Background: an optimization exercise with open tools, aiming at small area and a short achievable clock period. Do not read the settings as production practice.
In this exercise RTL edits were held to simulation tests only and were not proved equivalent to the original.

==> flow/design.v, too long to show whole: its modules and the start of the top module <==
// module rlwe_alu: 2728 lines
// module rlwe_fa: 4 lines
// module rlwe_ha: 4 lines
// module rlwe_gp: 4 lines
// module rlwe_g: 3 lines
module rlwe_alu (
    input  wire        clk,
    input  wire        rst,         
    input  wire        in_valid,
    input  wire [2:0]  in_op,
    input  wire [31:0] in_a,
    input  wire [31:0] in_b,
    input  wire [31:0] in_c,
    output wire        out_valid,
    output wire [31:0] out_y0,
    output wire [31:0] out_y1
);
  // ...
==> flow/flow/run.sh <==
#!/bin/bash
# The standard layout, with every port buffered by a plain buf_2 instead of
# the delay buffer buffer_ports picks by default.
set -euo pipefail
export BUFFER_PORTS_ARGS="-buffer_cell sky130_fd_sc_hd__buf_2"
bash standard.sh > standard_make.log 2>&1
==> flow/standard.sh <==
#!/bin/bash
# synth_recipe.tcl (not shown) runs the flow's synth.tcl, then flattens the netlist and writes it again
# the make line also repeats each setting of config.mk as NAME=value (left out here)
make -C /OpenROAD-flow-scripts/flow DESIGN_CONFIG=/design/flow/config.mk WORK_HOME=/design/flow/orfs CLKGATE_MAP_FILE= SYNTH_SCRIPT=/design/flow/synth_recipe.tcl "${@:-finish}"
==> flow/config.mk <==
export PLATFORM = sky130hd
export DESIGN_NAME = rlwe_alu
export DESIGN_NICKNAME = rlwe_alu
export VERILOG_FILES = /design/flow/design.v
export SDC_FILE = /design/flow/constraint.sdc
export NUM_CORES = 4
export LEC_CHECK = 0
export CAP_MARGIN = 20
export CORE_MARGIN = 2
export CORE_UTILIZATION = 40
export CTS_CLUSTER_DIAMETER = 80
export CTS_CLUSTER_SIZE = 35
export SLEW_MARGIN = 20
export SYNTH_HIERARCHICAL = 1
export SYNTH_MINIMUM_KEEP_SIZE = 0
==> flow/constraint.sdc <==
create_clock -name core_clock -period 26.0 [get_ports {clk}]
set_input_delay 5.2000 -clock core_clock [delete_from_list [all_inputs] [get_ports {clk}]]
set_output_delay 5.2000 -clock core_clock [all_outputs]
set_load 0.01 [all_outputs]
==> qor.csv, run 1 <==
stage;metric;value;unit
global_routing;gr-usage-met1;26.0;%
worst_setup_path;rrSetupSlack;19.78;ns
hold_path;hold_end;op1[0];
placed_design;finalWeightedCongestion;0.902;
finish;layout_commonest_cell;fa_1;
worst_setup_path;start_kind;flop;
outcome;status;no timing/DRC/antenna violations;
placed_design;hpwl;75300;um
clock_tree;clk_latency;0.67;ns
timing;hold_violations;0;
placed_design;place_area;37900;sq um
hold_path;hp-start;op0[0];
clock_tree;clk_path_buf_depth;3;
clock_tree;cts.root.buffer_cell;clkbuf_16;
detailed_routing;maxUsedRoutingLayer;met4;
worst_setup_path;cp-startpoint;y05[29];
detailed_routing;wl_met3;5500;um
synth;synth-adder-area-share;38.2;%
placed_design;port_buffers;148;
detailed_routing;drc;0;
synth;syn_area;36300;sq um
synth;synth_top_area_cell;fa_1;
synth;synth_top_family_by_area;adder cells;
finish;final_cell_mix;fa_1, a21o_1, dfxtp_1;
finish;diodes;3;
worst_setup_path;regToRegStartpoint;t14[17];
detailed_routing;detail-route-antenna-nets;0;
clock_tree;tritoncts;done;
finish;inv_count;149;
timing;period_share;24.4;%
placed_design;dp_slack;19.85;ns
detailed_routing;dr_wl_met2;46000;um
worst_setup_path;cp.required;20.80;ns
floorplanning;die_w;305;um
==> run 2: changes to the inputs <==
--- a/flow/config.mk
+++ b/flow/config.mk
@@ -8,8 +8,6 @@
 export CAP_MARGIN = 20
 export CORE_MARGIN = 2
 export CORE_UTILIZATION = 40
-export CTS_CLUSTER_DIAMETER = 80
-export CTS_CLUSTER_SIZE = 35
 export SLEW_MARGIN = 20
 export SYNTH_HIERARCHICAL = 1
 export SYNTH_MINIMUM_KEEP_SIZE = 0
==> run 2 against run 1 <==
  * Worst hold slack got worse by 0.0086 ns
  * Sequential share of layout area shrank 0.13 points
  * Still clean
  * Critical endpoint is now out_y0[15]
==> qor.csv, run 2 <==
stage;metric;value;unit;change
global_routing;grt_max_degree;83;;
timing;max_clock_freq;0.159;GHz;
detailed_routing;detail-route-antenna-nets;0;;unchanged
worst_setup_path;endpoint_kind;output pin;;
synth;ys_seq_area_share;19.6;%;
finish;syn_to_final_growth;8.62;%;
synth;synthMostInstantiatedCell;fa_1;;
timing;slew_violations;0;;
clock_tree;numClockSinks;355;;
worst_setup_path;cp-startpoint;y05[15];;
worst_setup_path;worstPathCellList;buf_2;;
finish;diodes;0;;-3
finish;nFillCells;8640;;
synth;netlist.area_leader.share;27.2;%;
synth;synth-compound-area-share;16.7;%;
timing;worst_slew_pin_slew;1.00;ns;
global_routing;gr-total-overflow;0;;
hold_path;hold_end;op1[0];;
timing;setup_viol;0;;
worst_setup_path;regToRegStartpoint;t14[17];;
synth;netlist_instances;3538;;
detailed_routing;drt-initial-drc-count;1651;;
outcome;status;no timing/DRC/antenna violations;;
synth;synth_edf_count;0;;
synth;synthMuxAreaShare;1.87;%;
detailed_routing;drtPass1Iterations;7;;
floorplanning;ios;167;;
finish;layout_commonest_cell;fa_1;;
synth;synth_top_area_cell;fa_1;;
worst_setup_path;cp_top_family;flip-flops;;
detailed_routing;vias;25500;;
synth;ys_ff_latch;355;;
global_routing;antenna_found_initial;1;;
synth;synth_top_family_by_area;adder cells;;
floorplanning;start_util;40.3;%;
worst_setup_path;reg2reg_to;y05[11];;
clock_tree;clk_latency;0.65;ns;-0.02 ns
synth;synthFlopType;dfxtp_1;;
detailed_routing;wl_per_cell;20.0;um;
synth;syn_area;36300;sq um;unchanged
worst_setup_path;r2r_cells;24;;
worst_setup_path;crit_fanout;1;;
clock_tree;hold_buffers;0;;
placed_design;place_area;37900;sq um;unchanged
clock_tree;clk_path_buf_depth;3;;unchanged
floorplanning;die_w;305;um;unchanged
global_routing;grt_pass1_vias;26700;;
clock_tree;clk_pin_slew;0.06;ns;
placed_design;hpwl;75300;um;unchanged
synth;syn_avg_cell_area;10.3;sq um;
synth;synth_xor_area_share;10.3;%;
worst_setup_path;path_buf_inv;1;;
clock_tree;cts_resized;0;;
worst_setup_path;worst-setup-path-type;flop to output pin;;
synth;synthArstFlopShare;0;%;
placed_design;port_buffers;148;;unchanged
global_routing;grt_pass1_wl;151000;um;
timing;fin_tns_setup;0;ns;
synth;yosys.area_share.simple;9.07;%;
finish;final_cell_mix;fa_1, a21o_1, dfxtp_1;;
worst_setup_path;critPathMaxStageDelay;0.33;ns;
hold_path;hold_depth;0;;
hold_path;hp-start;op0[0];;
clock_tree;cts_max_level;2;;
detailed_routing;drc;0;;unchanged
floorplanning;die_h;305;um;
synth;synth_cell_types;72;;
floorplanning;die_area;93100;sq um;
finish;fin_area;39400;sq um;
clock_tree;tritoncts;done;;
timing;slew_headroom;33.1;%;
clock_tree;cts_inserted_buffers;44;;
synth;synthTopCellsByArea;fa_1, dfxtp_1, ha_1, a21o_1, xor2_1;;
worst_setup_path;cp.required;20.80;ns;about the same
timing;rsz0062_at_grt;false;;
finish;layout-drive-gt1-share;9.13;%;
worst_setup_path;crit_slowest_cell;dfxtp_1;;
global_routing;grtUsageTotal;20.7;%;
synth;synth_commonest_cells;fa_1, a21o_1, dfxtp_1;;
worst_setup_path;rrSetupSlack;19.79;ns;about the same
worst_setup_path;start_kind;flop;;
detailed_routing;routed_via_density;5.34;;
clock_tree;cts.root.buffer_cell;clkbuf_16;;
worst_setup_path;worstPathArrival;1.09;ns;
clock_tree;cts_setup_buffers;0;;
timing;fin_skew;0.0695;ns;
timing;period_share;24.2;%;-0.18 points
synth;synth-adder-area-share;38.2;%;unchanged
detailed_routing;finalWirelength;95600;um;
timing;hold_violations;0;;unchanged
hold_path;hold_path.class;flop to flop;;
finish;nets;4484;;
floorplanning;core-area;90000;sq um;
synth;yosys_warnings;7;;
floorplanning;rows;110;;
placed_design;finalWeightedCongestion;0.902;;unchanged
run;cap_violations;0;;
timing;period_needed;6.29;ns;
run 2: cell counts after synthesis:
Identical to the previous run, type by type.
run 2: area by class of cell:
cell class                      count  area [sq um]  share of cell area, %
Multi-Input combinational cell   2832         27700                   70.3
Sequential cell                   355          7110                   18.0
Tap cell                         1176          1470                   3.73
Clock buffer                       60          1240                   3.15
Timing Repair Buffer              189          1050                   2.66
Inverter                          149           559                   1.42
Clock inverter                     18           260                  0.661
run 2: routing by layer:
layer  up-vias  GRT usage [%]  part of all wire, %
met4         2           9.74                  4.7
met5         -              0                0.018
li1      12000              -                    -
met1     12400           26.1                   42
met2       862           35.1                   48
met3       193           2.77                  5.5
run 2: logic make-up (layout without fill, tap and decap cells):
kind of cell,after synthesis,after routing
DFF,355,355
adders and majority gates,811,811
xor gates and xnor gates,425,425
and+or+nand+nor,662,662
buffers and inverters,371,416
other,1,21
muxes,50,50
AOI/OAI and AO/OA,863,863
run 2: through the flow:
stage	util (%)	worst slack, ns	hold WS, ns	std cells
floorplan	-	20.47	0.323	3558
global placement	42.1	19.94	0.343	4701
detailed placement	42.1	19.85	0.356	4701
CTS	43.8	19.65	0.363	4779
global route	43.8	19.36	0.374	4779
finish	43.8	19.71	0.360	4779
run 2: how the worst max path moves through the flow:
stage               slack [ns]  cells after the start         end
floorplan                20.47                      0   out_valid
global placement         19.94                     24     y05[11]
detailed placement       19.85                     24     y05[11]
CTS                      19.65                      1  out_y0[21]
global route             19.36                     22      y05[9]
finish                   19.71                      1  out_y0[15]
run 2: modules after synthesis (local to each module, per instance):
module	times used	flip-flops and latches
rlwe_g	223	0
rlwe_ha	303	0
rlwe_alu	1	355
rlwe_gp	135	0
rlwe_fa	493	0
==> run 3: changes to the inputs <==
--- a/flow/config.mk
+++ b/flow/config.mk
@@ -7,7 +7,7 @@
 export LEC_CHECK = 0
 export CAP_MARGIN = 20
 export CORE_MARGIN = 2
-export CORE_UTILIZATION = 40
+export CORE_UTILIZATION = 60
 export SLEW_MARGIN = 20
 export SYNTH_HIERARCHICAL = 1
 export SYNTH_MINIMUM_KEEP_SIZE = 0
==> run 3 against run 2 <==
  * Clock skew is 0.033 ns lower
  * Worst hold slack better by 0.035 ns
  * Fmax is 0.29% lower
  * Global-route usage is 11 points higher
  * Highest routed layer is now met4
  * Clock-buffer cell count is 7 lower
  * Area after synthesis stayed put
  * Cell count is 8.1% lower
  * Still clean
==> qor.csv, run 3 <==
stage;metric;value;unit;change
clock_tree;cts_setup_buffers;0;;unchanged
finish;fin_area;38900;sq um;-1.3%
timing;max_clock_freq;0.159;GHz;-0.29%
timing;worst_slew_pin_slew;1.07;ns;+0.0618 ns
synth;synth_cell_types;72;;unchanged
detailed_routing;vias;26300;;+3.1%
floorplanning;start_util;60.4;%;+20 points
worst_setup_path;worstPathCellList;buf_2;;
synth;synth_top_area_cell;fa_1;;
placed_design;hpwl;77100;um;+2.4%
timing;hold_violations;0;;unchanged
worst_setup_path;rrSetupSlack;19.79;ns;about the same
synth;synth_edf_count;0;;unchanged
timing;rsz0062_at_grt;false;;
worst_setup_path;worst-setup-path-type;flop to output pin;;
floorplanning;rows;90;;-18%
synth;ys_ff_latch;355;;unchanged
synth;synthArstFlopShare;0;%;unchanged
worst_setup_path;cp.required;20.80;ns;about the same
floorplanning;die_h;250;um;-18%
floorplanning;core-area;60000;sq um;-33%
synth;syn_area;36300;sq um;unchanged
floorplanning;die_area;62400;sq um;-33%
clock_tree;clk_latency;0.58;ns;-0.07 ns
worst_setup_path;regToRegStartpoint;op2[0];;
worst_setup_path;endpoint_kind;output pin;;
timing;slew_violations;0;;unchanged
detailed_routing;wl_per_cell;22.2;um;+11%
worst_setup_path;crit_fanout;1;;unchanged
floorplanning;ios;167;;unchanged
worst_setup_path;worstPathArrival;1.11;ns;+0.02 ns
finish;fin_cells;4390;;-8.1%
worst_setup_path;cp_top_family;flip-flops;;
detailed_routing;routed_via_density;5.99;;+12%
finish;nets;4487;;+0.067%
global_routing;grt_pass1_vias;28000;;+4.8%
outcome;status;no timing/DRC/antenna violations;;
detailed_routing;drc;0;;unchanged
global_routing;grt_pass1_wl;154000;um;+1.8%
synth;ys_seq_area_share;19.6;%;unchanged
finish;layout_commonest_cell;fa_1;;
finish;nFillCells;4836;;-44%
worst_setup_path;reg2reg_to;p3[29];;
clock_tree;tritoncts;done;;
detailed_routing;detail-route-antenna-nets;0;;unchanged
placed_design;place_area;37400;sq um;-1.2%
global_routing;antenna_found_initial;1;;unchanged
placed_design;port_buffers;148;;unchanged
floorplanning;die_w;250;um;-18%
synth;syn_avg_cell_area;10.3;sq um;unchanged
hold_path;hold_depth;0;;unchanged
worst_setup_path;start_kind;flop;;
clock_tree;clk_pin_slew;0.07;ns;about the same
hold_path;hp-start;op3[0];;
clock_tree;numClockSinks;355;;unchanged
global_routing;gr-total-overflow;0;;unchanged
synth;synthTopCellsByArea;fa_1, dfxtp_1, ha_1, a21o_1, xor2_1;;
finish;layout-drive-gt1-share;9.32;%;+0.19 points
worst_setup_path;r2r_cells;18;;-25%
hold_path;hold_end;op4[0];;
placed_design;dp_cells;4313;;-8.3%
synth;netlist.area_leader.share;27.2;%;unchanged
synth;netlist_instances;3538;;unchanged
finish;final_cell_mix;fa_1, a21o_1, dfxtp_1;;
finish;syn_to_final_growth;7.15;%;
clock_tree;cts_inserted_buffers;41;;-6.8%
global_routing;grtUsageTotal;31.6;%;+11 points
hold_path;hold_path.class;flop to flop;;
synth;yosys_warnings;7;;unchanged
worst_setup_path;critPathMaxStageDelay;0.37;ns;+0.04 ns
clock_tree;clk_path_buf_depth;3;;unchanged
timing;period_needed;6.31;ns;+0.0183 ns
clock_tree;cts_max_level;2;;unchanged
detailed_routing;finalWirelength;97300;um;+1.8%
timing;slew_headroom;28.7;%;-4.4 points
clock_tree;cts_resized;0;;unchanged
global_routing;grt_max_degree;83;;unchanged
worst_setup_path;path_buf_inv;1;;unchanged
timing;period_share;24.3;%;+0.070 points
run;cap_violations;0;;unchanged
timing;fin_tns_setup;0;ns;unchanged
clock_tree;cts.root.buffer_cell;clkbuf_16;;
timing;fin_skew;0.0368;ns;-0.0327 ns
clock_tree;hold_buffers;0;;unchanged
worst_setup_path;crit_slowest_cell;dfxtp_1;;
synth;synthFlopType;dfxtp_1;;
placed_design;finalWeightedCongestion;0.980;;+8.6%
synth;synth_commonest_cells;fa_1, a21o_1, dfxtp_1;;
detailed_routing;drtPass1Iterations;6;;-1
synth;synthMostInstantiatedCell;fa_1;;
timing;setup_viol;0;;unchanged
detailed_routing;drt-initial-drc-count;2065;;+25%
## run 3: cell counts after synthesis
No cell type changed its count.
## run 3: how the worst max path moves through the flow
| stage | from | endpoint | slack (ns) | cells after the start |
|---|---|---|---|---|
| final | y05[3] | out_y0[3] | 19.69 | 1 |
| after floorplan | v5 | out_valid | 20.47 | 0 |
| after global placement | op2[1] | p3[29] | 20.03 | 17 |
| after CTS | y05[1] | out_y0[1] | 19.65 | 1 |
| after global routing | t14[17] | y05[7] | 19.30 | 24 |
| after detailed placement | op2[0] | p3[29] | 19.86 | 18 |
## run 3: cells by family after synthesis
| kind of cell | synth area share, % |
|---|---|
| adders and majority gates | 38.2 |
| xor gates and xnor gates | 10.3 |
| AOI/OAI and AO/OA | 16.7 |
| and+or+nand+nor | 9.07 |
| muxes | 1.87 |
| buffers and inverters | 4.28 |
| other | 0.0103 |
| DFF | 19.6 |
## run 3: cell type report
| class | count | area (sq um) | area share, % |
|---|---|---|---|
| Sequential cell | 355 | 7110 | 18.3 |
| Clock inverter | 22 | 254 | 0.653 |
| Inverter | 149 | 559 | 1.44 |
| Multi-Input combinational cell | 2832 | 27700 | 71.3 |
| Timing Repair Buffer | 195 | 1090 | 2.81 |
| Antenna cell | 2 | 5.00 | 0.0129 |
| Clock buffer | 53 | 1160 | 2.99 |
| Tap cell | 782 | 978 | 2.52 |
## run 3: layer usage
layer  global-route usage, %  routed length (um)
met1                    40.7               39500
met4                    12.4                4050
met3                    5.76                6590
met2                    52.9               47100
met5                       0                   0
## run 3: metrics by stage
| stage | utilization, % | hold slack [ns] | worst slack [ns] |
|---|---|---|---|
| 2_1_floorplan | - | 0.323 | 20.47 |
| 3_3_place_gp | 62.4 | 0.377 | 20.03 |
| 3_5_place_dp | 62.4 | 0.388 | 19.86 |
| 4_1_cts | 64.8 | 0.392 | 19.65 |
| 5_1_grt | 64.8 | 0.403 | 19.30 |
| 6_report | 64.8 | 0.396 | 19.69 |
## run 3: per-module statistics from Yosys (local to each module, per instance)
module	flip-flops and latches	copies in the design	cells inside
rlwe_ha	0	303	1
rlwe_fa	0	493	1
rlwe_g	0	223	1
rlwe_alu	355	1	2249
rlwe_gp	0	135	2
==> run 4: changes to the inputs <==
--- a/flow/config.mk
+++ b/flow/config.mk
@@ -7,7 +7,9 @@
 export LEC_CHECK = 0
 export CAP_MARGIN = 20
 export CORE_MARGIN = 2
-export CORE_UTILIZATION = 60
+export CORE_UTILIZATION = 40
+export CTS_CLUSTER_DIAMETER = 90
+export CTS_CLUSTER_SIZE = 40
 export SLEW_MARGIN = 20
 export SYNTH_HIERARCHICAL = 1
 export SYNTH_MINIMUM_KEEP_SIZE = 0
==> run 4 against run 3 <==
  * Routed wire length fell by 2.4%
  * Sequential share of layout area fell by 0.063 points
  * Largest cell class unchanged
  * Via count fell by 3.5%
  * Cell count rose by 8.2%
  * Utilization fell by 21 points
  * Non-clock buffer count fell by 6
  * Synthesized cell count did not move
  * Critical path depth did not move
  * Global-route usage fell by 11 points
  * Area after synthesis did not move
==> qor.csv, run 4 <==
stage;metric;value;unit;change
outcome;status;no timing/DRC/antenna violations;;
timing;period_needed;6.35;ns;+0.0446 ns
clock_tree;clk_path_buf_depth;3;;unchanged
worst_setup_path;cp_top_family;flip-flops;;
clock_tree;tritoncts;done;;
placed_design;place_area;37900;sq um;+1.2%
synth;synth_commonest_cells;fa_1, a21o_1, dfxtp_1;;
floorplanning;die_h;305;um;+22%
synth;syn_area;36300;sq um;unchanged
worst_setup_path;crit_slowest_cell;dfxtp_1;;
clock_tree;clk_pin_slew;0.11;ns;+0.04 ns
worst_setup_path;regToRegStartpoint;t14[17];;
hold_path;hp-start;op0[0];;
timing;slew_headroom;33.9;%;+5.2 points
detailed_routing;wl_per_cell;20.0;um;-9.8%
synth;synth_edf_count;0;;unchanged
worst_setup_path;reg2reg_to;y05[11];;
synth;synth_top_family_by_area;adder cells;;
floorplanning;die_area;93100;sq um;+49%
worst_setup_path;crit_fanout;1;;unchanged
worst_setup_path;r2r_cells;24;;+6
worst_setup_path;critPathMaxStageDelay;0.35;ns;-0.02 ns
clock_tree;cts.root.buffer_cell;clkbuf_16;;
detailed_routing;drtPass1Iterations;6;;unchanged
timing;max_clock_freq;0.157;GHz;-0.70%
synth;synth-compound-area-share;16.7;%;unchanged
timing;fin_skew;0.0782;ns;+0.0414 ns
clock_tree;hold_buffers;0;;unchanged
synth;ys_ff_latch;355;;unchanged
synth;synth_top_area_cell;fa_1;;
clock_tree;cts_resized;0;;unchanged
finish;nFillCells;8659;;+79%
synth;synthFlopType;dfxtp_1;;
global_routing;grt_max_degree;83;;unchanged
finish;fin_area;39000;sq um;+0.34%
detailed_routing;detail-route-antenna-nets;0;;unchanged
global_routing;antenna_found_initial;2;;+1
clock_tree;cts_max_level;1;;-1
global_routing;grt_pass1_vias;26600;;-5.1%
worst_setup_path;crit_path_end;out_y0[15];;
timing;period_share;24.4;%;+0.17 points
timing;worst_slew_pin_slew;0.992;ns;-0.0734 ns
synth;yosys_warnings;7;;unchanged
finish;final_cell_mix;fa_1, a21o_1, dfxtp_1;;
placed_design;finalWeightedCongestion;0.902;;-8.0%
placed_design;port_buffers;148;;unchanged
synth;synthArstFlopShare;0;%;unchanged
worst_setup_path;rrSetupSlack;19.75;ns;-0.04 ns
finish;nets;4467;;-0.45%
timing;slew_violations;0;;unchanged
synth;ys_seq_area_share;19.6;%;unchanged
detailed_routing;finalWirelength;94900;um;-2.4%
floorplanning;rows;110;;+22%
timing;hold_violations;0;;unchanged
worst_setup_path;path_buf_inv;1;;unchanged
global_routing;grtUsageTotal;20.4;%;-11 points
clock_tree;clk_latency;0.68;ns;+0.10 ns
floorplanning;core-area;90000;sq um;+50%
floorplanning;die_w;305;um;+22%
synth;synthMuxAreaShare;1.87;%;unchanged
detailed_routing;routed_via_density;5.34;;-11%
finish;layout-drive-gt1-share;8.62;%;-0.70 points
synth;syn_avg_cell_area;10.3;sq um;unchanged
finish;layout_commonest_cell;fa_1;;
global_routing;grt_pass1_wl;150000;um;-2.4%
synth;netlist_instances;3538;;unchanged
worst_setup_path;endpoint_kind;output pin;;
detailed_routing;vias;25400;;-3.5%
timing;setup_viol;0;;unchanged
floorplanning;start_util;40.3;%;-20 points
clock_tree;cts_inserted_buffers;27;;-34%
worst_setup_path;cp.required;20.80;ns;about the same
global_routing;gr-total-overflow;0;;unchanged
worst_setup_path;critical_path_depth;1;;unchanged
finish;syn_to_final_growth;7.52;%;
synth;yosys.area_share.simple;9.07;%;unchanged
worst_setup_path;cp-startpoint;y05[15];;
detailed_routing;drt-initial-drc-count;1688;;-18%
synth;synthMostInstantiatedCell;fa_1;;
floorplanning;ios;167;;unchanged
worst_setup_path;worstPathCellList;buf_2;;
worst_setup_path;start_kind;flop;;
worst_setup_path;worstPathArrival;1.15;ns;+0.04 ns
synth;synthTopCellsByArea;fa_1, dfxtp_1, ha_1, a21o_1, xor2_1;;
timing;rsz0062_at_grt;false;;
synth;synth_xor_area_share;10.3;%;unchanged
placed_design;hpwl;75300;um;-2.4%
synth;synth_cell_types;72;;unchanged
synth;synth-adder-area-share;38.2;%;unchanged
worst_setup_path;worst-setup-path-type;flop to output pin;;
clock_tree;cts_setup_buffers;0;;unchanged
clock_tree;numClockSinks;355;;unchanged
hold_path;hold_path.class;flop to flop;;
timing;fin_tns_setup;0;ns;unchanged
synth;netlist.area_leader.share;27.2;%;unchanged
run;cap_violations;0;;unchanged
detailed_routing;drc;0;;unchanged
-- run 4: modules after synthesis, one instance, submodules excluded --
module | times used | area [sq um] | flip-flops and latches | cells inside
rlwe_g | 223 | 7.51 | 0 | 1
rlwe_fa | 493 | 20.0 | 0 | 1
rlwe_ha | 303 | 12.5 | 0 | 1
rlwe_alu | 1 | 19100 | 355 | 2249
rlwe_gp | 135 | 13.8 | 0 | 2
-- run 4: cell families after synthesis --
group	count (synthesis)
AND/OR/NAND/NOR	662
multiplexers	50
buffers and inverters	371
XOR/XNOR	425
adder cells (fa/ha/maj)	811
AO/OA/AOI/OAI	863
flip-flops	355
other	1
-- run 4: cell type report --
class / count / area (sq um) / area share, %
multi-input combinational: 2832 / 27700 / 71.0
sequential: 355 / 7110 / 18.2
inverter: 149 / 559 / 1.43
antenna: 1 / 2.50 / 0.00642
clock inverter: 20 / 394 / 1.01
timing repair buffer: 189 / 1050 / 2.69
tap: 1176 / 1470 / 3.77
clock buffer: 30 / 707 / 1.81
-- run 4: per-stage QoR --
stage	utilization (%)	cells	worst slack [ns]	hold slack (ns)
floorplan	-	3558	20.47	0.323
global placement	42.1	4701	19.94	0.343
detailed placement	42.1	4701	19.85	0.356
CTS	43.3	4751	19.60	0.381
global route	43.3	4751	19.32	0.394
finish	43.3	4752	19.65	0.375
-- run 4: metal layers --
metal | vias to the layer above | track usage (%) | part of all wire, %
met3 | 168 | 2.45 | 5.3
met1 | 12400 | 25.9 | 42
met4 | 2 | 8.26 | 4.0
met5 | - | 0 | 0.014
met2 | 861 | 35.2 | 49
li1 | 12000 | - | -
-- run 4: how the worst min path moves through the flow --
stage | to | slack (ns) | depth (start not counted)
after detailed placement | op1[2] | 0.36 | 0
after global routing | op1[1] | 0.39 | 0
after global placement | op1[0] | 0.34 | 0
after floorplan | op1[0] | 0.32 | 0
after CTS | op1[1] | 0.38 | 0
final | op1[0] | 0.38 | 0

==> static timing again, ports no longer ideal <==
In the flow no input, the clock included, has a driving cell. The finished layouts below were timed again as built, in two steps. Step 1: set_driving_cell puts a clkbuf_16 on clk and a buf_2 on each other input, an assumption about the parent block. Step 2 times the ports against the registers' clock, not the clock port: input delays grow and output delays shrink by t, the midpoint of the rising clock arrivals with the driver on. Three values: ideal ports, drivers, drivers and shift; two values: the first two.
run | shift t [ns] | setup WS [ns] | hold WS [ns] | worst setup path at the end | cell pins on the clock port's net
run 1 | 0.707 | 19.662 / 19.601 / 19.776 | 0.369 / 0.369 / 0.369 | register to register | 1
run 2 | 0.682 | 19.709 / 19.644 / 19.795 | 0.360 / 0.360 / 0.360 | register to register | 1
run 3 | 0.629 | 19.691 / 19.630 / 19.790 | 0.396 / 0.396 / 0.396 | register to register | 1
run 4 | 0.701 | 19.646 / 19.586 / 19.749 | 0.375 / 0.375 / 0.375 | register to register | 1
After both steps every run listed still meets setup and hold.
